Source: an optimization exercise on an open RTL-to-GDS flow (aim: a short achievable clock period). Production flows keep margins and buffers that such runs may drop.
The RTL was checked by simulation tests, not by an equivalence proof against the original design.
Power figures rest on the tool's default switching activity, not on a simulated workload.

Setup of wip/tundra:
## dmx_core
module dmx_core (
    input  wire        clk,
    input  wire        rst,
    input  wire [31:0] now,
    input  wire        init,
    input  wire        in_valid,
    output wire        in_ready,
    input  wire [7:0]  in_data,
    output wire        sink_cfg_valid,
    output wire [9:0]  sink_cfg_count,
    output wire        sink_wr_valid,
    output wire [8:0]  sink_wr_index,
    output wire [7:0]  sink_wr_data,
    output wire        ok_pulse,
    output wire        err_pulse,
    output wire [7:0]  err_tag,
    output wire        ok_indicator,
    input  wire [2:0]  t_op,
    input  wire [23:0] t_arg,
    output wire        t_due
);
export LEC_CHECK = 0
export CAP_MARGIN = 20
export CORE_MARGIN = 2
export CORE_UTILIZATION = 40
export SETUP_SLACK_MARGIN = 3.0
export SLEW_MARGIN = 20
create_clock -name core_clock -period 7.0 [get_ports {clk}]
standard.sh (not shown) runs the stock make flow with config.mk's settings and CLKGATE_MAP_FILE= SYNTH_SCRIPT=/design/flow/synth_recipe.tcl, a recipe that flattens the netlist after the stock synthesis.
==> flow/flow/run.sh <==
#!/bin/bash
# The standard layout (standard.sh), with the standard flow's synthesis run through
# synth_delay.tcl: the same synthesis, but ABC maps the logic with the
# delay-driven abc_delay.script, and the full-/half-adder cell extraction is
# off so that ABC sees the arithmetic as plain logic. Pin placement gets the
# constraints in io_pins.tcl (sourced just before ORFS's place_pins).
# Global placement weights the nets of critical paths more heavily
# (GLOBAL_PLACEMENT_ARGS). Everything else is the standard flow. Output goes to standard.log; each
# tool's own log is under orfs/logs/.
set -euo pipefail
here=$(cd "$(dirname "${BASH_SOURCE[0]}")" && pwd)
export FLOW_SYNTH_TCL="$PWD/synth_recipe.tcl"
bash standard.sh SYNTH_SCRIPT="$here/synth_delay.tcl" ADDER_MAP_FILE= \
    PRE_IO_PLACEMENT_TCL="$here/io_pins.tcl" \
    GLOBAL_PLACEMENT_ARGS="-timing_driven_net_weight_max 20 -timing_driven_nets_percentage 10" \
    finish > standard.log 2>&1
==> flow/flow/io_pins.tcl <==
# Pin placement hook, sourced just before ORFS's place_pins.
# The stand-alone timer's inputs and its combinational output t_due sit
# side by side on the bottom edge, in bit order, so that the due test's
# logic cone is compact; in_ready sits next to its inputs rst and init.
set_io_pin_constraint -group -order -region bottom:* -pin_names {t_arg[0] now[8] t_arg[1] now[9] t_arg[2] now[10] t_arg[3] now[11] t_arg[4] now[12] t_arg[5] now[13] t_arg[6] now[14] t_arg[7] now[15] t_arg[8] now[16] t_arg[9] now[17] t_arg[10] now[18] t_arg[11] now[19] t_op[0] t_op[1] t_op[2] t_due rst init in_ready t_arg[12] now[20] t_arg[13] now[21] t_arg[14] now[22] t_arg[15] now[23] t_arg[16] now[24] t_arg[17] now[25] t_arg[18] now[26] t_arg[19] now[27] t_arg[20] now[28] t_arg[21] now[29] t_arg[22] now[30] t_arg[23] now[31]}
Other scripts of this flow, unchanged in this note and not shown: flow/flow/abc_delay.script, flow/flow/synth_delay.tcl
No stage failed in wip/tundra, and the final checks on the layout all came back clean.
The inputs of wip/quartz differ from those of wip/tundra as listed below.
diff --git a/flow/flow/run.sh b/flow/flow/run.sh
--- a/flow/flow/run.sh
+++ b/flow/flow/run.sh
@@ -15 +15 @@
-    GLOBAL_PLACEMENT_ARGS="-timing_driven_net_weight_max 20 -timing_driven_nets_percentage 10" \
+    GLOBAL_PLACEMENT_ARGS="-timing_driven_net_weight_max 8 -timing_driven_nets_percentage 5" \
==> comparison <==
Diff wip/tundra -> wip/quartz | critical path depth in cells | increase of 2. Number of max-cap violations: wip/tundra vs wip/quartz identical. Compared with wip/tundra, wip/quartz degrades final standard cell area without fillers. The critical-path cell with the highest stage delay comes out sky130_fd_sc_hd__buf_2 in one run and sky130_fd_sc_hd__o211ai_1 in the other, namely in wip/tundra and wip/quartz respectively. | tightest slew margin relative to the limit | wip/quartz vs wip/tundra | 3.7 points higher |. Net switching power of the design: wip/quartz vs wip/tundra down 9.9%.
The following lists how wip/harbor was set up differently from wip/quartz:
diff --git a/flow/flow/run.sh b/flow/flow/run.sh
--- a/flow/flow/run.sh
+++ b/flow/flow/run.sh
@@ -16 +16 @@
-    finish > standard.log 2>&1
+    MATCH_CELL_FOOTPRINT=0 finish > standard.log 2>&1
### Flow results
- Number of buffers inserted by post-CTS setup repair: lower on wip/quartz
- The internal power contribution of wip/harbor and that of wip/quartz are within noise of each other.
- As far as count of vias placed by the detailed router is concerned, wip/harbor and wip/quartz perform about the same.
- On design area, wip/quartz and wip/harbor are neck and neck.
- For sum of routed wire length over all layers, wip/harbor and wip/quartz come out practically identical.
- The global-route usage was comparable across wip/quartz and wip/harbor.
- Per the comparison of wip/harbor with wip/quartz, sequential share of layout area saw little to no change; total design power saw little to no change; smallest setup slack after layout saw an increase.
- Against wip/quartz, wip/harbor reports a delay of the slowest critical-path stage that is lower.
Relative to wip/harbor, the following input files were edited for wip/nickel:
==> flow/flow/run.sh <==
#!/bin/bash
# The standard layout (standard.sh), with the standard flow's synthesis run through
# synth_delay.tcl: the same synthesis, but ABC maps the logic with the
# delay-driven abc_delay.script, and the full-/half-adder cell extraction is
# off so that ABC sees the arithmetic as plain logic. Everything after
# synthesis is the standard flow. Output goes to standard.log; each tool's
# own log is under orfs/logs/.
set -euo pipefail
here=$(cd "$(dirname "${BASH_SOURCE[0]}")" && pwd)
export FLOW_SYNTH_TCL="$PWD/synth_recipe.tcl"
bash standard.sh SYNTH_SCRIPT="$here/synth_delay.tcl" ADDER_MAP_FILE= finish > standard.log 2>&1
removed: flow/flow/io_pins.tcl
--- outcome ---
Gate count after technology mapping: wip/harbor vs wip/nickel identical. There was hardly any difference in instance area at placement between wip/nickel and wip/harbor. Est. power | wip/nickel vs wip/harbor | wip/nickel higher. wip/nickel vs wip/harbor: period utilization up. Final worst setup slack on wip/nickel is behind wip/harbor. Global-route wire length before repair (wip/nickel vs. wip/harbor) decreases slightly.
Changes in wip/lagoon relative to wip/nickel:
==> flow/flow/run.sh <==
#!/bin/bash
# The standard layout (standard.sh), with the standard flow's synthesis run through
# synth_delay.tcl: the same synthesis, but ABC maps the logic with the
# delay-driven abc_delay.script, and the full-/half-adder cell extraction is
# off so that ABC sees the arithmetic as plain logic. Pin placement gets the
# constraints in io_pins.tcl (sourced just before ORFS's place_pins).
# Everything else is the standard flow. Output goes to standard.log; each
# tool's own log is under orfs/logs/.
set -euo pipefail
here=$(cd "$(dirname "${BASH_SOURCE[0]}")" && pwd)
export FLOW_SYNTH_TCL="$PWD/synth_recipe.tcl"
bash standard.sh SYNTH_SCRIPT="$here/synth_delay.tcl" ADDER_MAP_FILE= \
    PRE_IO_PLACEMENT_TCL="$here/io_pins.tcl" finish > standard.log 2>&1
==> flow/flow/io_pins.tcl (new file) <==
# Pin placement hook, sourced just before ORFS's place_pins.
# The stand-alone timer's inputs and its combinational output t_due sit
# side by side on the bottom edge, in bit order, so that the due test's
# logic cone is compact; in_ready sits next to its inputs rst and init.
set_io_pin_constraint -group -order -region bottom:* -pin_names {t_arg[0] now[8] t_arg[1] now[9] t_arg[2] now[10] t_arg[3] now[11] t_arg[4] now[12] t_arg[5] now[13] t_arg[6] now[14] t_arg[7] now[15] t_arg[8] now[16] t_arg[9] now[17] t_arg[10] now[18] t_arg[11] now[19] t_op[0] t_op[1] t_op[2] t_due rst init in_ready t_arg[12] now[20] t_arg[13] now[21] t_arg[14] now[22] t_arg[15] now[23] t_arg[16] now[24] t_arg[17] now[25] t_arg[18] now[26] t_arg[19] now[27] t_arg[20] now[28] t_arg[21] now[29] t_arg[22] now[30] t_arg[23] now[31]}
==> comparison <==
Per the comparison of wip/lagoon with wip/nickel, share of the core filled with cells decreased 0.92 points, count of vias placed by the detailed router decreased 109, fmax increased about 0.4%. wip/nickel → wip/lagoon: via count of the first global-routing pass essentially unchanged; reported leakage power decreased about 2.5%; instance count of the mapped netlist essentially unchanged. Relative to wip/nickel, minimum period implied by the final worst setup slack has decreased by 0.019 ns in wip/lagoon. Looking at cell at the slowest stage of the critical path, the sky130_fd_sc_hd__a31oi_2 result is from wip/lagoon; the sky130_fd_sc_hd__nor2b_1 one comes from wip/nickel.

---

yarrow:
dmx_core, a different RTL version from the one above (not shown whole).
For scale: about 110 flip-flops, ~110 I/O pins.
Settings: LEC_CHECK=0, CAP_MARGIN=20, CORE_MARGIN=2, CORE_UTILIZATION=40, PLACE_DENSITY=0.85, SETUP_SLACK_MARGIN=3.0, SLEW_MARGIN=20; clock period 7.0 ns.
==> flow/flow/run.sh <==
#!/bin/bash
# The standard layout (standard.sh), with the standard flow's synthesis run through
# synth_delay.tcl: the same synthesis, but ABC maps the logic with the
# delay-driven abc_delay.script, and the full-/half-adder cell extraction is
# off so that ABC sees the arithmetic as plain logic. Pin placement gets the
# constraints in io_pins.tcl (sourced just before ORFS's place_pins).
# Everything else is the standard flow. Output goes to standard.log; each
# tool's own log is under orfs/logs/.
set -euo pipefail
here=$(cd "$(dirname "${BASH_SOURCE[0]}")" && pwd)
export FLOW_SYNTH_TCL="$PWD/synth_recipe.tcl"
bash standard.sh SYNTH_SCRIPT="$here/synth_delay.tcl" ADDER_MAP_FILE= \
    PRE_IO_PLACEMENT_TCL="$here/io_pins.tcl" finish > standard.log 2>&1
==> flow/flow/abc_delay.script <==
strash
dch -f
map -D 500
topo
buffer -c
upsize -c -D 500
dnsize -c -D 500
==> flow/flow/io_pins.tcl <==
# Pin placement hook, sourced just before ORFS's place_pins.
# The stand-alone timer's inputs and its combinational output t_due sit
# side by side on the bottom edge, in bit order, so that the due test's
# logic cone is compact; in_ready sits next to its inputs rst and init.
set_io_pin_constraint -group -order -region bottom:* -pin_names {t_arg[0] now[8] t_arg[1] now[9] t_arg[2] now[10] t_arg[3] now[11] t_arg[4] now[12] t_arg[5] now[13] t_arg[6] now[14] t_arg[7] now[15] t_arg[8] now[16] t_arg[9] now[17] t_arg[10] now[18] t_arg[11] now[19] t_op[0] t_op[1] t_op[2] t_due rst init in_ready t_arg[12] now[20] t_arg[13] now[21] t_arg[14] now[22] t_arg[15] now[23] t_arg[16] now[24] t_arg[17] now[25] t_arg[18] now[26] t_arg[19] now[27] t_arg[20] now[28] t_arg[21] now[29] t_arg[22] now[30] t_arg[23] now[31]}
==> flow/flow/synth_delay.tcl <==
# The standard flow's synthesis (synth_recipe.tcl, beside the work folder) with one change:
# the ABC run that maps the logic uses the delay-driven script in this folder
# (classic "map" with a tight delay target) instead of ORFS's abc_speed.script.
# Registers, their names and cell types are left exactly as the standard flow's synthesis
# makes them.
set ::delay_abc_script [file join [file dirname [info script]] abc_delay.script]
proc abc {args} {
    set i [lsearch -exact $args -script]
    if { $i >= 0 } {
        set args [lreplace $args [expr {$i + 1}] [expr {$i + 1}] $::delay_abc_script]
    }
    yosys abc {*}$args
}
source $::env(FLOW_SYNTH_TCL)
--- input diff yarrow..fjord ---
Settings: changing CORE_UTILIZATION from 40 to 55; changing PLACE_DENSITY from 0.85 to 0.75.
==> comparison <==
- STATUS worst IR drop on VDD: fjord loses against yarrow
- Against yarrow, post-route worst setup slack in fjord came out worse.
- Going from yarrow to fjord, footprint of the flip-flops and latches comparable, layout overhead on the synthesized area -4.1 points, final non-filler cell total fell by 98, via count went up 321.
- Relative to yarrow, the average via count per standard cell of fjord is higher by about 7%.
- Sort yarrow and fjord by utilization, descending, and fjord comes first.
The following lists how willow was set up differently from fjord:
Settings: clearing PLACE_DENSITY, which used to be 0.75; swapping 55 for 40 in CORE_UTILIZATION; putting ABC_CLOCK_PERIOD_IN_PS at 3000 where nothing was set.
==> flow/run.sh (new file) <==
#!/bin/bash
# synth_recipe.tcl (not shown) runs the flow's synth.tcl, then flattens the netlist and writes it again
# the make line also repeats each setting of config.mk as NAME=value (left out here)
make -C /OpenROAD-flow-scripts/flow DESIGN_CONFIG=/design/flow/config.mk WORK_HOME=/design/flow/orfs CLKGATE_MAP_FILE= SYNTH_SCRIPT=/design/flow/synth_recipe.tcl finish
removed: flow/flow/run.sh
removed: flow/flow/abc_delay.script
removed: flow/flow/io_pins.tcl
removed: flow/flow/synth_delay.tcl
removed: flow/standard.sh
--- outcome ---
- Summary of the comparison: register-to-register slack is higher in willow, relative to fjord.
- Re relative contribution of combinational cells to total power: fjord and willow aren't equal, and the higher value belongs to willow.
- Number of global-route vias before repair (willow / fjord): 0.61
- The faster design of the two is fjord; willow tops out lower.
- | routed wire length | willow vs fjord | about 40% lower |
- fjord has a higher switching fraction of total power than willow.
- In the tables for fjord and willow, combinational power reads higher with willow.
- Compared with fjord, in willow total power went up; shortest clock period the worst path allows after layout up 0.12 ns.
- simple AND/OR/NAND/NOR gates as the dominant combinational cell family by area after synthesis was reported by fjord, and compound AO/OA/AOI/OAI gates by willow.
- The met3 track demand over resource in global routing of willow is lower than that of fjord.
Here is what was changed in the inputs of harbor compared with willow.
Settings: swapping 40 for 60 in CORE_UTILIZATION; clearing ABC_CLOCK_PERIOD_IN_PS, which used to be 3000; swapping 3.0 for 4.0 in SETUP_SLACK_MARGIN.
==> flow/flow/run.sh (new file) <==
#!/bin/bash
# The standard layout (standard.sh), with the standard flow's synthesis run through
# synth_delay.tcl: the same synthesis, but ABC maps the logic with the
# delay-driven abc_delay.script, and the full-/half-adder cell extraction is
# off so that ABC sees the arithmetic as plain logic. Everything after
# synthesis is the standard flow. Output goes to standard.log; each tool's
# own log is under orfs/logs/.
set -euo pipefail
here=$(cd "$(dirname "${BASH_SOURCE[0]}")" && pwd)
export FLOW_SYNTH_TCL="$PWD/synth_recipe.tcl"
bash standard.sh SYNTH_SCRIPT="$here/synth_delay.tcl" ADDER_MAP_FILE= finish > standard.log 2>&1
==> flow/flow/abc_delay.script (new file) <==
strash
dch -f
map -D 500
topo
buffer -c
upsize -c -D 500
dnsize -c -D 500
==> flow/flow/synth_delay.tcl (new file) <==
# The standard flow's synthesis (synth_recipe.tcl, beside the work folder) with one change:
# the ABC run that maps the logic uses the delay-driven script in this folder
# (classic "map" with a tight delay target) instead of ORFS's abc_speed.script.
# Registers, their names and cell types are left exactly as the standard flow's synthesis
# makes them.
set ::delay_abc_script [file join [file dirname [info script]] abc_delay.script]
proc abc {args} {
    set i [lsearch -exact $args -script]
    if { $i >= 0 } {
        set args [lreplace $args [expr {$i + 1}] [expr {$i + 1}] $::delay_abc_script]
    }
    yosys abc {*}$args
}
source $::env(FLOW_SYNTH_TCL)
==> flow/standard.sh (new file) <==
#!/bin/bash
# synth_recipe.tcl (not shown) runs the flow's synth.tcl, then flattens the netlist and writes it again
# the make line also repeats each setting of config.mk as NAME=value (left out here)
make -C /OpenROAD-flow-scripts/flow DESIGN_CONFIG=/design/flow/config.mk WORK_HOME=/design/flow/orfs CLKGATE_MAP_FILE= SYNTH_SCRIPT=/design/flow/synth_recipe.tcl "${@:-finish}"
removed: flow/run.sh
==> summary.txt <==
harbor never completed; the flow aborted with a tool error in global routing (5_1_grt). Relative to willow, the post-synthesis compound-gate area fraction of harbor is lower by 0.22 points. Between willow and harbor, the flow reports HPWL reported at the end of detailed placement increasing by more than half. Against willow, harbor comes in 4.5 points lower on sequential share of the synthesized area.
The inputs of cedar differ from those of harbor as listed below.
Settings: SETUP_SLACK_MARGIN now 3.0, was 4.0; PLACE_DENSITY now 0.7, previously not set; CORE_UTILIZATION now 50, was 60.
Findings:
- Initial cell density of the core on cedar is down relative to harbor.
- | synthesized area | harbor vs cedar | ≈ equal |
- Count of cells resized by post-cts repair | cedar below harbor
- As far as synthesized cell count goes, cedar and harbor are indistinguishable; the numbers are identical.
- Comparing harbor and cedar, the higher instance count after placement with tap cells included is on cedar.
- Final weighted congestion in routability-driven placement, harbor and cedar: larger value in harbor
- cedar vs harbor: number of setup buffers added after CTS down in cedar
- cedar: full flow OK, the timing, design-rule and antenna checks passed
- harbor -> cedar: cell area reported after detailed placement flat

---

The RTL this note starts from:
==> flow/design.v <==
module alarm_dueby #(
    parameter W = 16
) (
    input  wire [W-1:0] c,        
    input  wire [W-1:0] nsched,   
    input  wire [W-1:0] nextra,   
    output wire         due
);
    wire [W-1:0] s = c ^ nextra ^ nsched;
    wire [W-1:0] k = (c & nextra) | (c & nsched) | (nextra & nsched);
    wire [W-1:0] sum = s + {k[W-2:0], 1'b0};
    assign due = ~sum[W-1];
endmodule
module alarm_timer #(
    parameter TW = 32,
    parameter W  = 24,
    parameter S  = 8
) (
    input  wire          clk,
    input  wire          rst,
    input  wire [TW-1:0] now,
    input  wire [2:0]    t_op,
    input  wire [W-1:0]  t_arg,
    output wire          t_due
);
    reg  [W-1:0] nsched;
    wire [W-1:0] c  = now[S +: W];
    wire [W-1:0] na = ~t_arg;
    wire [W-1:0] nc = ~c;
    wire due;
    alarm_dueby #(.W(W)) u_cmp (
        .c      (c),
        .nsched (nsched),
        .nextra (na),
        .due    (due)
    );
    wire op_due = (t_op == 3'd3) | (t_op == 3'd4) | (t_op == 3'd5);
    assign t_due = due & op_due & ~rst;
    wire [W-1:0] n_set    = nc + na + 3;       
    wire [W-1:0] n_now    = nc + 2;            
    wire [W-1:0] n_repeat = nsched + na + 1;   
    always @(posedge clk) begin
        if (rst) begin
            nsched <= {{(W-1){1'b0}}, 1'b1};
        end else begin
            case (t_op)
                3'd1:    nsched <= n_set;
                3'd2:    nsched <= n_now;
                3'd4:    if (due) nsched <= n_now;
                3'd5:    if (due) nsched <= n_repeat;
                default: nsched <= nsched;
            endcase
        end
    end
endmodule
module dmx_frame_decoder (
    input  wire        clk,
    input  wire        rst,
    input  wire        init,
    input  wire        in_valid,
    output wire        in_ready,
    input  wire [7:0]  in_data,
    input  wire [31:0] now,
    output reg         sink_cfg_valid,
    output reg  [9:0]  sink_cfg_count,
    output reg         sink_wr_valid,
    output reg  [8:0]  sink_wr_index,
    output reg  [7:0]  sink_wr_data,
    output reg         ok_pulse,
    output reg         err_pulse,
    output reg  [7:0]  err_tag,
    output reg         ok_indicator
);
    localparam [7:0] TAG_M    = 8'h4D;
    localparam [7:0] TAG_R    = 8'h52;
    localparam [7:0] TAG_ZERO = 8'h30;
    localparam [7:0] TAG_C    = 8'h43;
    reg        st_start, st_cmd, st_low, st_high, st_data;
    reg [7:0]  low;         
    reg [9:0]  active;      
    reg [9:0]  windex;      
    reg        more;        
    reg [15:0] nidle;       
    assign in_ready = ~(rst | init);
    wire       clr    = rst | init;
    wire       accept = in_valid & ~clr;
    wire [7:0] ch     = in_data;
    wire [15:0] c     = now[15:0];
    wire [15:0] idle_sum = c + nidle;
    wire idle_due = ~idle_sum[15];
    wire is_7e = (ch == 8'h7E);
    wire is_06 = (ch == 8'h06);
    wire is_e7 = (ch == 8'hE7);
    wire resync = ~st_start & is_7e & idle_due;
    wire low_zero = (low == 8'd0);
    wire d_zero   = low_zero & (ch == 8'd0);
    wire d_over   = (ch[7:2] != 6'd0) | (ch[1] & (ch[0] | ~low_zero));
    wire d_neq    = (ch[7:2] != 6'd0) | (ch[1:0] != active[9:8]) |
                    (low != active[7:0]);
    wire d_ok     = ~d_zero & ~d_over;
    wire err_disp = (st_start & ~is_7e) | (st_cmd & ~is_06) |
                    (st_high & ~d_ok) | (st_data & ~more & ~is_e7);
    wire err      = resync | err_disp;
    wire write    = st_data & more & ~resync;
    wire fin_ok   = st_data & ~more & is_e7;
    wire [9:0] windex_inc = windex + 10'd1;
    always @(posedge clk) begin
        sink_cfg_valid <= clr | (accept & (err | (st_high & d_neq)));
        sink_wr_valid  <= accept & write;
        ok_pulse       <= accept & fin_ok;
        err_pulse      <= accept & err;
        sink_cfg_count <= (~clr & st_high & ~d_over) ? {ch[1:0], low} : 10'd0;
        sink_wr_index  <= windex[8:0];
        sink_wr_data   <= ch;
        err_tag        <= resync ? TAG_R :
                          st_high ? (d_zero ? TAG_ZERO : TAG_C) : TAG_M;
        if (clr) begin
            st_start     <= 1'b1;
            st_cmd       <= 1'b0;
            st_low       <= 1'b0;
            st_high      <= 1'b0;
            st_data      <= 1'b0;
            active       <= 10'd0;
            windex       <= 10'd0;
            ok_indicator <= 1'b0;
            nidle        <= ~c + 16'hFF39;
        end else if (accept) begin
            nidle    <= ~c + 16'hFF39;
            st_start <= ~resync & ((st_start & ~is_7e) | (st_cmd & ~is_06) |
                        (st_high & ~d_ok) | (st_data & ~more));
            st_cmd   <= resync | (st_start & is_7e);
            st_low   <= ~resync & st_cmd & is_06;
            st_high  <= ~resync & st_low;
            st_data  <= ~resync & ((st_high & d_ok) | (st_data & more));
            if (st_low)
                low <= ch;
            if (err)
                active <= 10'd0;
            else if (st_high)
                active <= {ch[1:0], low};
            windex <= write ? windex_inc : 10'd0;
            more   <= st_high | (windex_inc != active);
            if (err)
                ok_indicator <= 1'b0;
            else if (fin_ok)
                ok_indicator <= 1'b1;
        end
    end
endmodule
module dmx_core (
    input  wire        clk,
    input  wire        rst,
    input  wire [31:0] now,
    input  wire        init,
    input  wire        in_valid,
    output wire        in_ready,
    input  wire [7:0]  in_data,
    output wire        sink_cfg_valid,
    output wire [9:0]  sink_cfg_count,
    output wire        sink_wr_valid,
    output wire [8:0]  sink_wr_index,
    output wire [7:0]  sink_wr_data,
    output wire        ok_pulse,
    output wire        err_pulse,
    output wire [7:0]  err_tag,
    output wire        ok_indicator,
    input  wire [2:0]  t_op,
    input  wire [23:0] t_arg,
    output wire        t_due
);
    dmx_frame_decoder u_dec (
        .clk            (clk),
        .rst            (rst),
        .init           (init),
        .in_valid       (in_valid),
        .in_ready       (in_ready),
        .in_data        (in_data),
        .now            (now),
        .sink_cfg_valid (sink_cfg_valid),
        .sink_cfg_count (sink_cfg_count),
        .sink_wr_valid  (sink_wr_valid),
        .sink_wr_index  (sink_wr_index),
        .sink_wr_data   (sink_wr_data),
        .ok_pulse       (ok_pulse),
        .err_pulse      (err_pulse),
        .err_tag        (err_tag),
        .ok_indicator   (ok_indicator)
    );
    alarm_timer #(
        .TW (32),
        .W  (24),
        .S  (8)
    ) u_timer (
        .clk   (clk),
        .rst   (rst),
        .now   (now),
        .t_op  (t_op),
        .t_arg (t_arg),
        .t_due (t_due)
    );
endmodule
clock: 7.0 ns
lec_check: 0
abc_clock_period_in_ps: 3000
cap_margin: 20
core_margin: 2
core_utilization: 40
setup_slack_margin: 3.0
slew_margin: 20
==> flow/flow/run.sh <==
#!/bin/bash
# The standard layout, with the full-adder / half-adder cell extraction of
# synthesis turned off so that ABC maps the arithmetic to plain gates.
set -euo pipefail
bash standard.sh ADDER_MAP_FILE= finish > standard.log 2>&1
The starting point completed without violations.
Rerun with:
==> flow/run.sh (new file) <==
#!/bin/bash
# synth_recipe.tcl (not shown) runs the flow's synth.tcl, then flattens the netlist and writes it again
# the make line also repeats each setting of config.mk as NAME=value (left out here)
make -C /OpenROAD-flow-scripts/flow DESIGN_CONFIG=/design/flow/config.mk WORK_HOME=/design/flow/orfs CLKGATE_MAP_FILE= SYNTH_SCRIPT=/design/flow/synth_recipe.tcl finish
removed: flow/flow/run.sh
removed: flow/standard.sh
Synthesized area is lower by a little under a tenth.
Worst hold slack is worse by 9.7 ps.
Clock skew barely changes.
First-iteration DRC count went down by a quarter to a third.
Routed wire length decreases by a few percent.

==> re-timing with driven ports <==
In the flow no input, the clock included, has a driving cell. The finished layouts below were timed again as built, in two steps.
Step 1 sets driving cells, clkbuf_16 on the clock port and buf_2 on the other inputs (assumed; they add their load-dependent delay and slew).
Step 2, shift: input delay + t, output delay - t, t = (earliest + latest rising clock arrival at the registers) / 2. This alone moves slack from input paths to output paths.
Slacks: ideal ports / drivers / drivers and shift; pairs: ideal ports / drivers.
run	t (ns)	setup WS [ns]	worst setup path after step 2	worst slew at a driven data input, ns
wip/tundra	0.457	2.428 / 2.353 / 2.353	input to output	0.20
wip/quartz	0.464	2.571 / 2.478 / 2.478	input to output	0.13
wip/harbor	0.465	2.579 / 2.508 / 2.508	input to output	0.13
wip/nickel	0.434	2.530 / 2.485 / 2.485	input to output	0.06
wip/lagoon	0.449	2.549 / 2.483 / 2.483	input to output	0.11
yarrow	0.418	2.410 / 2.316 / 2.316	input to output	0.11
fjord	0.414	2.359 / 2.315 / 2.091	input to register	0.12
willow	0.406	2.238 / 2.181 / 2.133	input to register	0.06
cedar	0.425	2.384 / 2.365 / 2.365	input to output	0.07
the first run of note 3	0.409	1.868 / 1.826 / 1.826	input to output	0.07
the second run of note 3	0.402	1.977 / 1.893 / 1.893	input to output	0.08
After both steps every run listed still meets setup and hold. The setup slack of fjord, which loses most, moves by -0.044 ns with the drivers and by -0.268 ns with both steps.
